Source: an optimization exercise on an open RTL-to-GDS flow (aim: small area, a short achievable clock period and few clock cycles per item). Production flows keep margins and buffers that such runs may drop.
Function was checked by simulation only, so behaviour that the tests miss may differ from the original.

==> inputs of trial 12 <==
Design hpf_core, start of the top module:
module hpf_core (
    input  wire        clk,
    input  wire        rst,
    input  wire        cfg_we,
    input  wire [3:0]  cfg_addr,
    input  wire [31:0] cfg_data,
    input  wire        in_valid,
    output wire        in_ready,
    input  wire [31:0] in_v1,
    input  wire [31:0] in_v2,
    input  wire        in_clr,
    output reg         out_valid,
    output reg  [31:0] out_p,
    output wire [31:0] out_y
);
==> flow/config.mk <==
export PLATFORM = sky130hd
export DESIGN_NAME = hpf_core
export DESIGN_NICKNAME = hpf_core
export VERILOG_FILES = /design/flow/design.v
export SDC_FILE = /design/flow/constraint.sdc
export NUM_CORES = 4
export LEC_CHECK = 0
export ABC_CLOCK_PERIOD_IN_PS = 18000
export CAP_MARGIN = 20
export CORE_MARGIN = 2
export CORE_UTILIZATION = 30
export SLEW_MARGIN = 20
==> flow/constraint.sdc <==
create_clock -name core_clock -period 24.0 [get_ports {clk}]
set_input_delay 4.8000 -clock core_clock [delete_from_list [all_inputs] [get_ports {clk}]]
set_output_delay 4.8000 -clock core_clock [all_outputs]
set_load 0.01 [all_outputs]
run.sh (not shown) runs the stock make flow with config.mk's settings and CLKGATE_MAP_FILE= SYNTH_SCRIPT=/design/flow/synth_recipe.tcl, a recipe that flattens the netlist after the stock synthesis.
==> build 23 (differences from trial 12) <==
--- a/flow/design.v
+++ b/flow/design.v
@@ -33,25 +33,28 @@
     wire [23:0] nsub = {1'b0, fsub} << lz;
     wire [23:0] ma1  = a_ez ? nsub : {1'b1, a[22:0]};
     wire [23:0] mb1  = (b_ez & ~a_ez) ? nsub : {1'b1, b[22:0]};
     wire [4:0]  lze  = (a_ez | b_ez) ? lz : 5'd0;
     wire [9:0]  E1 = {2'b00, ea} + {2'b00, eb} + {9'b0, a_ez} + {9'b0, b_ez}
-                   - {5'b0, lze} - 10'd127;
+                   - 10'd127;
     reg [23:0] ma2, mb2;
-    reg [9:0]  E2;
+    reg [9:0]  Eb2;
+    reg [4:0]  lz2;
     reg        s2, nan2, inf2, zero2;
     always @(posedge clk) begin
         ma2   <= ma1;
         mb2   <= mb1;
-        E2    <= E1;
+        Eb2   <= E1;
+        lz2   <= lze;
         s2    <= a[31] ^ b[31];
         nan2  <= nan1;
         inf2  <= inf1;
         zero2 <= zero1;
     end
     wire [47:0] ps, pc;
     hpf_mul24 u_tree (.a(ma2), .b(mb2), .s(ps), .c(pc));
+    wire [9:0]  E2   = Eb2 - {5'b0, lz2};
     wire        Esg  = E2[9];                     
     wire        Ege1 = ~Esg & (E2 != 10'd0);      
     wire        uf   = Esg & (E2 <= 10'h3e7);      
     wire [9:0]  k0   = 10'd3 - E2;                
     wire [4:0]  ksub = (uf | k0 > 10'd27) ? 5'd27 : k0[4:0];
@@ -1142,63 +1145,73 @@
     wire [31:0] p = swap ? bb : a;
     wire [31:0] q = swap ? a : bb;
     wire        pz = (p[30:23] == 8'h00);
     wire        qz = (q[30:23] == 8'h00);
     wire [7:0]  ep = {p[30:24], p[23] | pz};
-    wire [7:0]  eq = {q[30:24], q[23] | qz};
-    wire [7:0]  d  = ep - eq;
-    wire [49:0] qsh = {~qz, q[22:0], 26'b0} >> ((d > 8'd26) ? 5'd26 : d[4:0]);
-    reg [23:0] mp2;
-    reg [26:0] mq2;
+    wire [7:0]  ea1 = {a[30:24], a[23] | (a[30:23] == 8'h00)};
+    wire [7:0]  eb1 = {bb[30:24], bb[23] | (bb[30:23] == 8'h00)};
+    wire [7:0]  dab = ea1 - eb1;
+    wire [7:0]  dba = eb1 - ea1;
+    wire [4:0]  dabc = (dab > 8'd26) ? 5'd26 : dab[4:0];
+    wire [4:0]  dbac = (dba > 8'd26) ? 5'd26 : dba[4:0];
+    reg [23:0] mp2, mq2;
+    reg [4:0]  d2;
     reg [7:0]  ep2;
     reg        s2, sub2, nan2, inf2;
     always @(posedge clk) begin
         mp2  <= {~pz, p[22:0]};
-        mq2  <= {qsh[49:24], |qsh[23:0]};
+        mq2  <= {~qz, q[22:0]};
+        d2   <= swap ? dbac : dabc;
         ep2  <= ep;
         s2   <= p[31];
         sub2 <= p[31] ^ q[31];
         nan2 <= a_nan | b_nan | (a_inf & b_inf & (a[31] ^ bb[31]));
         inf2 <= a_inf | b_inf;
     end
-    wire [27:0] sum = sub2 ? ({1'b0, mp2, 3'b0} - {1'b0, mq2})
-                           : ({1'b0, mp2, 3'b0} + {1'b0, mq2});
+    wire [49:0] qsh   = {mq2, 26'b0} >> d2;
+    wire [26:0] mq_al = {qsh[49:24], |qsh[23:0]};
+    wire [27:0] sum   = sub2 ? ({1'b0, mp2, 3'b0} - {1'b0, mq_al})
+                             : ({1'b0, mp2, 3'b0} + {1'b0, mq_al});
     reg [4:0] lz;
     integer i;
     always @* begin
         lz = 5'd27;
         for (i = 0; i < 27; i = i + 1)
             if (sum[i]) lz = 5'd26 - i[4:0];
     end
-    wire [7:0]  epm1 = ep2 - 8'd1;
-    wire [4:0]  lsh  = ({3'b0, lz} < ep2) ? lz : epm1[4:0];
-    wire [26:0] nl   = sum[26:0] << lsh;
-    reg [26:0] n3;
-    reg [8:0]  e3;
-    reg        s3, sub3, nan3, inf3, zero3;
+    reg [27:0] sum3;
+    reg [4:0]  lz3;
+    reg [7:0]  ep3;
+    reg        s3, sub3, nan3, inf3;
     always @(posedge clk) begin
-        n3    <= sum[27] ? {sum[27:2], sum[1] | sum[0]} : nl;
-        e3    <= sum[27] ? {1'b0, ep2} + 9'd1 : {1'b0, ep2} - {4'b0, lsh};
-        s3    <= s2;
-        sub3  <= sub2;
-        nan3  <= nan2;
-        inf3  <= inf2;
-        zero3 <= (sum == 28'd0);
+        sum3 <= sum;
+        lz3  <= lz;
+        ep3  <= ep2;
+        s3   <= s2;
+        sub3 <= sub2;
+        nan3 <= nan2;
+        inf3 <= inf2;
     end
-    wire [23:0] m   = n3[26:3];
-    wire        g   = n3[2];
-    wire        st  = n3[1] | n3[0];
+    wire [7:0] epm1 = ep3 - 8'd1;
+    wire       lzok = {3'b0, lz3} < ep3;
+    wire [4:0] lsh  = lzok ? lz3 : epm1[4:0];
+    wire [26:0] nl  = sum3[26:0] << lsh;
+    wire [26:0] n   = sum3[27] ? {sum3[27:2], sum3[1] | sum3[0]} : nl;
+    wire [8:0]  e   = sum3[27] ? {1'b0, ep3} + 9'd1 : {1'b0, ep3} - {4'b0, lsh};
+    wire [23:0] m   = n[26:3];
+    wire        g   = n[2];
+    wire        st  = n[1] | n[0];
     wire        inc = g & (st | m[0]);
-    wire [31:0] bits = {1'b0, e3[7:0] - 8'd1, 23'b0} + {8'b0, m} + {31'b0, inc};
+    wire [31:0] bits = {1'b0, e[7:0] - 8'd1, 23'b0} + {8'b0, m} + {31'b0, inc};
     always @(posedge clk) begin
         if (nan3)
             y <= 32'h7fc00000;
         else if (inf3)
             y <= {s3, 8'hff, 23'b0};
-        else if (zero3)
+        else if (sum3 == 28'd0)
             y <= {~sub3 & s3, 31'b0};
-        else if (e3 > 9'd254 || bits[30:23] == 8'hff)
+        else if (e > 9'd254 || bits[30:23] == 8'hff)
             y <= {s3, 8'hff, 23'b0};
         else
             y <= {s3, bits[30:0]};
     end
 endmodule
==> comparison table <==
                                                                                trial 12                 build 23
Initial core utilization                                                          30.14%                   30.16%
Routed wire length                                                              293.1 mm                 283.6 mm
Logic depth of the worst setup path including buffers                                 34                        1
Maximum number of pins on one net before global-route repair                          91                      185
Area overhead of the layout relative to synthesis                                 13.52%                   12.70%
Sink Count                                                                         1,354                    1,365
Mean instance size in the synthesized netlist                                  10.29 µm²                10.36 µm²
Multi-input logic portion of the cell area                                        44.66%                   45.11%
Critical path required time                                                     24.67 ns                 19.20 ns
Number of detailed-routing iterations run before antenna repair                        6                        7
Fin Hold WS                                                                    0.3267 ns                0.3162 ns
Pre-CTS worst setup slack                                                       13.86 ns                 17.15 ns
Count of inserted tapcells                                                         3,570                    3,589
FF/Latch Area                                                                 35,800 µm²               36,020 µm²
Mapped Area                                                                   81,620 µm²               82,450 µm²
Wire length of the first global-routing pass                                    427.8 mm                 418.9 mm
Clock buf count                                                                      204                      203
Area fraction of the dominant cell type after synthesis                           31.90%                   31.58%
Outcome                                                          complete, no violations  complete, no violations
Die height                                                                      525.6 µm                 528.2 µm
M1 wire length                                                                  121.1 mm                 119.6 mm
Clock-cell share of area                                                          5.638%                   5.148%
Final setup skew                                                              0.03620 ns               0.04371 ns
Cells after Synth                                                                  7,931                    7,960
Testbench counts of trial 12, summed over its fixed seeds: cycles 27,328, items 1,600.
Testbench counts of build 23, summed over its fixed seeds: cycles 27,328, items 1,600.

========
==> inputs of v13 <==
hpf_core, a different RTL version from the one above (not shown whole).
==> module hpf_fmul, before the edit <==
module hpf_fmul (
    input  wire        clk,
    input  wire [31:0] a,
    input  wire [31:0] b,
    input  wire        absy,
    output reg  [31:0] y
);
    wire [7:0]  ea = a[30:23];
    wire [7:0]  eb = b[30:23];
    wire        a_ez = (ea == 8'h00);
    wire        b_ez = (eb == 8'h00);
    wire        a_fz = (a[22:0] == 23'h0);
    wire        b_fz = (b[22:0] == 23'h0);
    wire        a_e1 = (ea == 8'hff);
    wire        b_e1 = (eb == 8'hff);
    wire        a_nan = a_e1 & ~a_fz;
    wire        b_nan = b_e1 & ~b_fz;
    wire        a_inf = a_e1 & a_fz;
    wire        b_inf = b_e1 & b_fz;
    wire        a_zero = a_ez & a_fz;
    wire        b_zero = b_ez & b_fz;
    wire        nan1  = a_nan | b_nan | (a_inf & b_zero) | (b_inf & a_zero);
    wire        inf1  = a_inf | b_inf;
    wire        zero1 = a_zero | b_zero | (a_ez & b_ez);
    wire [22:0] fsub = a_ez ? a[22:0] : b[22:0];
    reg  [4:0]  lz;
    integer i;
    always @* begin
        lz = 5'd0;
        for (i = 0; i < 23; i = i + 1)
            if (fsub[i]) lz = 5'd23 - i[4:0];
    end
    wire [23:0] nsub = {1'b0, fsub} << lz;
    wire [23:0] ma1  = a_ez ? nsub : {1'b1, a[22:0]};
    wire [23:0] mb1  = (b_ez & ~a_ez) ? nsub : {1'b1, b[22:0]};
    wire [4:0]  lze  = (a_ez | b_ez) ? lz : 5'd0;
    wire [9:0]  E1 = {2'b00, ea} + {2'b00, eb} + {9'b0, a_ez} + {9'b0, b_ez}
                   - 10'd127;
    reg [23:0] ma2, mb2;
    reg [9:0]  Eb2;
    reg [4:0]  lz2;
    reg        s2, nan2, inf2, zero2;
    always @(posedge clk) begin
        ma2   <= ma1;
        mb2   <= mb1;
        Eb2   <= E1;
        lz2   <= lze;
        s2    <= a[31] ^ b[31];
        nan2  <= nan1;
        inf2  <= inf1;
        zero2 <= zero1;
    end
    wire [47:0] ps, pc;
    hpf_mul24 u_tree (.a(ma2), .b(mb2), .s(ps), .c(pc));
    wire [9:0]  E2   = Eb2 - {5'b0, lz2};
    wire        Esg  = E2[9];                     
    wire        Ege1 = ~Esg & (E2 != 10'd0);      
    wire        uf   = Esg & (E2 <= 10'h3e7);      
    wire [9:0]  k0   = 10'd3 - E2;                
    wire [4:0]  ksub = (uf | k0 > 10'd27) ? 5'd27 : k0[4:0];
    wire        ov0  = ~Esg & (E2 >= 10'd255);
    wire        ov1  = ~Esg & (E2 >= 10'd254);
    wire [22:0] lo   = {1'b0, ps[21:0]} + {1'b0, pc[21:0]};
    wire [21:0] zx   = ps[21:0] ^ pc[21:0];
    wire [21:0] zo   = {ps[20:0] | pc[20:0], 1'b0};
    wire        st1  = (zx != zo);
    reg [25:0] ps3, pc3;
    reg        c3, st3;
    reg [7:0]  eb3;
    reg [4:0]  ks3;
    reg        s3, nan3, inf3, zero3, ege3, ov03, ov13;
    always @(posedge clk) begin
        ps3   <= ps[47:22];
        pc3   <= pc[47:22];
        c3    <= lo[22];
        st3   <= st1;
        eb3   <= E2[7:0];
        ks3   <= ksub;
        s3    <= s2;
        nan3  <= nan2;
        inf3  <= inf2;
        zero3 <= zero2 | uf;
        ege3  <= Ege1;
        ov03  <= ov0;
        ov13  <= ov1;
    end
    wire [25:0] P = ps3 + pc3 + {25'b0, c3};
    reg [25:0] ph4;
    reg        st4;
    reg [7:0]  eb4;
    reg [4:0]  ks4;
    reg        s4, nan4, inf4, zero4, ege4, ov04, ov14;
    always @(posedge clk) begin
        ph4   <= P;
        st4   <= st3;
        eb4   <= eb3;
        ks4   <= ks3;
        s4    <= s3;
        nan4  <= nan3;
        inf4  <= inf3;
        zero4 <= zero3;
        ege4  <= ege3;
        ov04  <= ov03;
        ov14  <= ov13;
    end
    wire        n  = ph4[25];
    wire [26:0] T  = {ph4, st4};
    wire [23:0] mN = n ? T[26:3] : T[25:2];
    wire        gN = n ? T[2] : T[1];
    wire        sN = n ? (T[1] | T[0]) : T[0];
    wire [27:0] sh = {T, 1'b0} >> ks4;
    wire [23:0] mS = sh[24:1];
    wire        gS = sh[0];
    reg  [25:0] mk;                  
    integer j;
    always @* begin
        for (j = 0; j < 26; j = j + 1)
            mk[j] = ({1'b0, ks4} > j[5:0] + 6'd1);
    end
    wire        sS = |(T[25:0] & mk);
    wire [23:0] m  = ege4 ? mN : mS;
    wire        g  = ege4 ? gN : gS;
    wire        st = ege4 ? sN : sS;
    wire        inc = g & (st | m[0]);
    wire [7:0]  base = ege4 ? (n ? eb4 : eb4 - 8'd1) : 8'd0;
    wire [30:0] bits = {base + {7'b0, m[23]}, m[22:0]} + {30'b0, inc};
    wire        ovf = ege4 & (n ? ov14 : ov04);
    wire        so  = s4 & ~absy;
    always @(posedge clk) begin
        if (nan4)
            y <= 32'h7fc00000;
        else if (inf4)
            y <= {so, 8'hff, 23'b0};
        else if (zero4)
            y <= {so, 31'b0};
        else if (ovf || bits[30:23] == 8'hff)
            y <= {so, 8'hff, 23'b0};
        else
            y <= {so, bits};
    end
endmodule
Settings: LEC_CHECK=0, ABC_CLOCK_PERIOD_IN_PS=18000, CAP_MARGIN=20, CORE_MARGIN=2, CORE_UTILIZATION=55, PLACE_DENSITY=0.75, SLEW_MARGIN=20; clock period 24.0 ns.
==> v10: changes against v13 <==
--- a/flow/design.v
+++ b/flow/design.v
@@ -58,43 +58,36 @@
     wire        uf   = Esg & (E2 <= 10'h3e7);      
     wire [9:0]  k0   = 10'd3 - E2;                
     wire [4:0]  ksub = (uf | k0 > 10'd27) ? 5'd27 : k0[4:0];
     wire        ov0  = ~Esg & (E2 >= 10'd255);
     wire        ov1  = ~Esg & (E2 >= 10'd254);
-    wire [22:0] lo   = {1'b0, ps[21:0]} + {1'b0, pc[21:0]};
-    wire [21:0] zx   = ps[21:0] ^ pc[21:0];
-    wire [21:0] zo   = {ps[20:0] | pc[20:0], 1'b0};
-    wire        st1  = (zx != zo);
-    reg [25:0] ps3, pc3;
-    reg        c3, st3;
+    reg [47:0] ps3, pc3;
     reg [7:0]  eb3;
     reg [4:0]  ks3;
     reg        s3, nan3, inf3, zero3, ege3, ov03, ov13;
     always @(posedge clk) begin
-        ps3   <= ps[47:22];
-        pc3   <= pc[47:22];
-        c3    <= lo[22];
-        st3   <= st1;
+        ps3   <= ps;
+        pc3   <= pc;
         eb3   <= E2[7:0];
         ks3   <= ksub;
         s3    <= s2;
         nan3  <= nan2;
         inf3  <= inf2;
         zero3 <= zero2 | uf;
         ege3  <= Ege1;
         ov03  <= ov0;
         ov13  <= ov1;
     end
-    wire [25:0] P = ps3 + pc3 + {25'b0, c3};
+    wire [47:0] P = ps3 + pc3;
     reg [25:0] ph4;
     reg        st4;
     reg [7:0]  eb4;
     reg [4:0]  ks4;
     reg        s4, nan4, inf4, zero4, ege4, ov04, ov14;
     always @(posedge clk) begin
-        ph4   <= P;
-        st4   <= st3;
+        ph4   <= P[47:22];
+        st4   <= |P[21:0];
         eb4   <= eb3;
         ks4   <= ks3;
         s4    <= s3;
         nan4  <= nan3;
         inf4  <= inf3;
@@ -106,20 +99,14 @@
     wire        n  = ph4[25];
     wire [26:0] T  = {ph4, st4};
     wire [23:0] mN = n ? T[26:3] : T[25:2];
     wire        gN = n ? T[2] : T[1];
     wire        sN = n ? (T[1] | T[0]) : T[0];
-    wire [27:0] sh = {T, 1'b0} >> ks4;
-    wire [23:0] mS = sh[24:1];
-    wire        gS = sh[0];
-    reg  [25:0] mk;                  
-    integer j;
-    always @* begin
-        for (j = 0; j < 26; j = j + 1)
-            mk[j] = ({1'b0, ks4} > j[5:0] + 6'd1);
-    end
-    wire        sS = |(T[25:0] & mk);
+    wire [53:0] sh = {T, 27'b0} >> ks4;
+    wire [23:0] mS = sh[50:27];
+    wire        gS = sh[26];
+    wire        sS = |sh[25:0];
     wire [23:0] m  = ege4 ? mN : mS;
     wire        g  = ege4 ? gN : gS;
     wire        st = ege4 ? sN : sS;
     wire        inc = g & (st | m[0]);
     wire [7:0]  base = ege4 ? (n ? eb4 : eb4 - 8'd1) : 8'd0;
Settings changed: CORE_UTILIZATION 55 to 30, PLACE_DENSITY 0.75 to default.
==> v7: changes against v13 <==
--- a/flow/design.v
+++ b/flow/design.v
@@ -1,15 +1,15 @@
 module hpf_fmul (
     input  wire        clk,
     input  wire [31:0] a,
+    input  wire        a_ez,      
     input  wire [31:0] b,
     input  wire        absy,
     output reg  [31:0] y
 );
     wire [7:0]  ea = a[30:23];
     wire [7:0]  eb = b[30:23];
-    wire        a_ez = (ea == 8'h00);
     wire        b_ez = (eb == 8'h00);
     wire        a_fz = (a[22:0] == 23'h0);
     wire        b_fz = (b[22:0] == 23'h0);
     wire        a_e1 = (ea == 8'hff);
     wire        b_e1 = (eb == 8'hff);
@@ -58,23 +58,37 @@
     wire        uf   = Esg & (E2 <= 10'h3e7);      
     wire [9:0]  k0   = 10'd3 - E2;                
     wire [4:0]  ksub = (uf | k0 > 10'd27) ? 5'd27 : k0[4:0];
     wire        ov0  = ~Esg & (E2 >= 10'd255);
     wire        ov1  = ~Esg & (E2 >= 10'd254);
-    wire [22:0] lo   = {1'b0, ps[21:0]} + {1'b0, pc[21:0]};
     wire [21:0] zx   = ps[21:0] ^ pc[21:0];
+    wire [21:0] zg   = ps[21:0] & pc[21:0];
     wire [21:0] zo   = {ps[20:0] | pc[20:0], 1'b0};
     wire        st1  = (zx != zo);
+    reg  [5:0]  gg, gp;
+    integer k, b2;
+    always @* begin
+        for (k = 0; k < 6; k = k + 1) begin
+            gg[k] = 1'b0;
+            gp[k] = 1'b1;
+            for (b2 = 4 * k; b2 < 4 * k + 4 && b2 < 22; b2 = b2 + 1) begin
+                gg[k] = zg[b2] | (zx[b2] & gg[k]);
+                gp[k] = gp[k] & zx[b2];
+            end
+        end
+    end
     reg [25:0] ps3, pc3;
-    reg        c3, st3;
+    reg [5:0]  gg3, gp3;
+    reg        st3;
     reg [7:0]  eb3;
     reg [4:0]  ks3;
     reg        s3, nan3, inf3, zero3, ege3, ov03, ov13;
     always @(posedge clk) begin
         ps3   <= ps[47:22];
         pc3   <= pc[47:22];
-        c3    <= lo[22];
+        gg3   <= gg;
+        gp3   <= gp;
         st3   <= st1;
         eb3   <= E2[7:0];
         ks3   <= ksub;
         s3    <= s2;
         nan3  <= nan2;
@@ -82,10 +96,17 @@
         zero3 <= zero2 | uf;
         ege3  <= Ege1;
         ov03  <= ov0;
         ov13  <= ov1;
     end
+    reg c3;
+    integer q;
+    always @* begin
+        c3 = 1'b0;
+        for (q = 0; q < 6; q = q + 1)
+            c3 = gg3[q] | (gp3[q] & c3);
+    end
     wire [25:0] P = ps3 + pc3 + {25'b0, c3};
     reg [25:0] ph4;
     reg        st4;
     reg [7:0]  eb4;
     reg [4:0]  ks4;
@@ -1391,11 +1412,16 @@
         ld_y1   <= (ph_n == 5'd13);
     end
     wire [31:0] ma = ({32{msel[0]}} & hv1) | ({32{msel[1]}} & ao)
                    | ({32{msel[2]}} & hp)  | ({32{msel[3]}} & hv2)
                    | ({32{msel[4]}} & hy1);
-    hpf_fmul u_mul (.clk(clk), .a(ma), .b(cb), .absy(absy), .y(mo));
+    reg         hv1_z, hv2_z, hp_z, hy1_z;
+    wire        ao_z = (ao[30:23] == 8'h00);
+    wire        mo_z = (mo[30:23] == 8'h00);
+    wire        ma_z = (msel[0] & hv1_z) | (msel[1] & ao_z) | (msel[2] & hp_z)
+                     | (msel[3] & hv2_z) | (msel[4] & hy1_z);
+    hpf_fmul u_mul (.clk(clk), .a(ma), .a_ez(ma_z), .b(cb), .absy(absy), .y(mo));
     wire [31:0] aa = ({32{wsel[0]}} & w1_0) | ({32{wsel[1]}} & w1_1)
                    | ({32{wsel[2]}} & w1_2) | ({32{wsel[3]}} & w2_0)
                    | ({32{wsel[4]}} & w2_1) | ({32{wsel[5]}} & w2_2)
                    | ({32{asel_ao}} & ao)   | ({32{asel_md}} & mo_d1);
     wire [31:0] ab = ab_ao ? ao : mo;
@@ -1417,23 +1443,32 @@
         if (we_w2_2) w2_2 <= ao;
         if (we_w1_2) w1_2 <= ao;
     end
     always @(posedge clk) begin
         mo_d1 <= mo;
-        if (ld_v1in)
-            hv1 <= in_v1;
-        else if (ld_v1mo)
-            hv1 <= mo;             
-        else if (ld_v1ao)
-            hv1 <= ao;             
-        if (ld_v2)
-            hv2 <= ao;             
-        if (ld_p)
-            hp <= mo;              
-        if (ld_y1)
-            hy1 <= ao;             
+        if (ld_v1in) begin
+            hv1   <= in_v1;
+            hv1_z <= (in_v1[30:23] == 8'h00);
+        end else if (ld_v1mo) begin
+            hv1   <= mo;           
+            hv1_z <= mo_z;
+        end else if (ld_v1ao) begin
+            hv1   <= ao;           
+            hv1_z <= ao_z;
+        end
+        if (ld_v2) begin
+            hv2   <= ao;           
+            hv2_z <= ao_z;
+        end
+        if (ld_p) begin
+            hp    <= mo;           
+            hp_z  <= mo_z;
+        end
+        if (ld_y1) begin
+            hy1   <= ao;           
+            hy1_z <= ao_z;
+        end
         if (ld_p)
             out_p <= hp;           
-        if (ld_v1ao)
-            out_y <= ao;           
+        out_y <= ao;               
     end
 endmodule
==> flow/flow/run.sh (new file) <==
#!/bin/bash
# The standard layout (the standard.sh, unchanged synthesis and steps),
# except that the port buffers that placement inserts are buf_2 cells
# instead of the delay buffers the resizer picks by default.
set -euo pipefail
export BUFFER_PORTS_ARGS="-buffer_cell sky130_fd_sc_hd__buf_2"
bash standard.sh finish > standard.log 2>&1
==> flow/standard.sh (new file) <==
#!/bin/bash
# synth_recipe.tcl (not shown) runs the flow's synth.tcl, then flattens the netlist and writes it again
# the make line also repeats each setting of config.mk as NAME=value (left out here)
make -C /OpenROAD-flow-scripts/flow DESIGN_CONFIG=/design/flow/config.mk WORK_HOME=/design/flow/orfs CLKGATE_MAP_FILE= SYNTH_SCRIPT=/design/flow/synth_recipe.tcl "${@:-finish}"
Settings changed: CORE_UTILIZATION 55 to 60, CTS_BUF_LIST from default to sky130_fd_sc_hd__clkbuf_8, PLACE_DENSITY 0.75 to 0.8.
removed: flow/run.sh
==> metrics.md <==
| Metric | Value |
|---|---|
| Non-clock inverters | `754` |
| Drt via density | `6.28` |
| Synth Area in Simple Gates | `13.3%` |
| Status | `timing/DRC/antenna clean` |
| F_max | `0.158 GHz` |
| Most frequent cells in the layout | `edfxtp_1, inv_1, nand2_1, dfxtp_1, and2_1` |
(the above is from v7)
==> metrics.md <==
| Metric | Value |
|---|---|
| Synth Area in Simple Gates | `12.9%` |
| Non-clock inverters | `754` |
| Most frequent cells in the layout | `edfxtp_1, inv_1, nand2_1, and2_1, dfxtp_1` |
| Post-synth EDFFs | `899` |
| RSZ-0062 raised after global routing | `false` |
| Status | `timing/DRC/antenna clean` |
| Drt via density | `6.12` |
(the above is from v13)
==> metrics.md <==
| Metric | Value |
|---|---|
| Most frequent cells in the layout | `edfxtp_1, inv_1, nand2_1, and2_1, dfxtp_1` |
| Clock skew | `0.0630 ns` |
| F_max | `0.150 GHz` |
| Status | `timing/DRC/antenna clean` |
| NonClk Buf Share | `3.21%` |
| Synth Area in XOR/XNOR | `2.07%` |
| Synth Area in Simple Gates | `13.3%` |
| Drt via density | `5.18` |
(the above is from v10)
Testbench counts of v13, summed over its fixed seeds: cycles 27,372, items 1,600.
Testbench counts of v10, summed over its fixed seeds: cycles 27,372, items 1,600.
Testbench counts of v7, summed over its fixed seeds: cycles 27,372, items 1,600.

## port drivers added, routing unchanged
No port has a modelled driver above. Below, the same layouts with a new extraction and two added sets of constraints. Step 1: set_driving_cell puts a clkbuf_16 on clk and a buf_2 on each other input, an assumption about the parent block. Step 2 also shifts input and output timing later by t, the mid clock arrival at the registers, as if the neighbouring blocks saw the same clock. a / b / c = no drivers / after step 1 / after step 2; a / b = the first two.
| run | t, ns | setup slack, ns | worst hold slack (ns) | clock arrival spread, ns |
|---|---|---|---|---|
| trial 12 | 0.879 | 13.614 / 13.614 / 13.614 | 0.327 / 0.327 / 0.327 | 0.050 / 0.051 |
| build 23 | 0.891 | 16.714 / 16.613 / 16.902 | 0.316 / 0.316 / 0.316 | 0.051 / 0.050 |
| v13 | 0.849 | 17.528 / 17.442 / 17.914 | 0.281 / 0.281 / 0.281 | 0.059 / 0.059 |
| v10 | 0.907 | 17.319 / 17.223 / 17.677 | 0.324 / 0.324 / 0.324 | 0.076 / 0.076 |
| v7 | 1.051 | 17.658 / 17.577 / 17.776 | 0.291 / 0.291 / 0.291 | 0.099 / 0.100 |
After both steps every run listed still meets setup and hold.
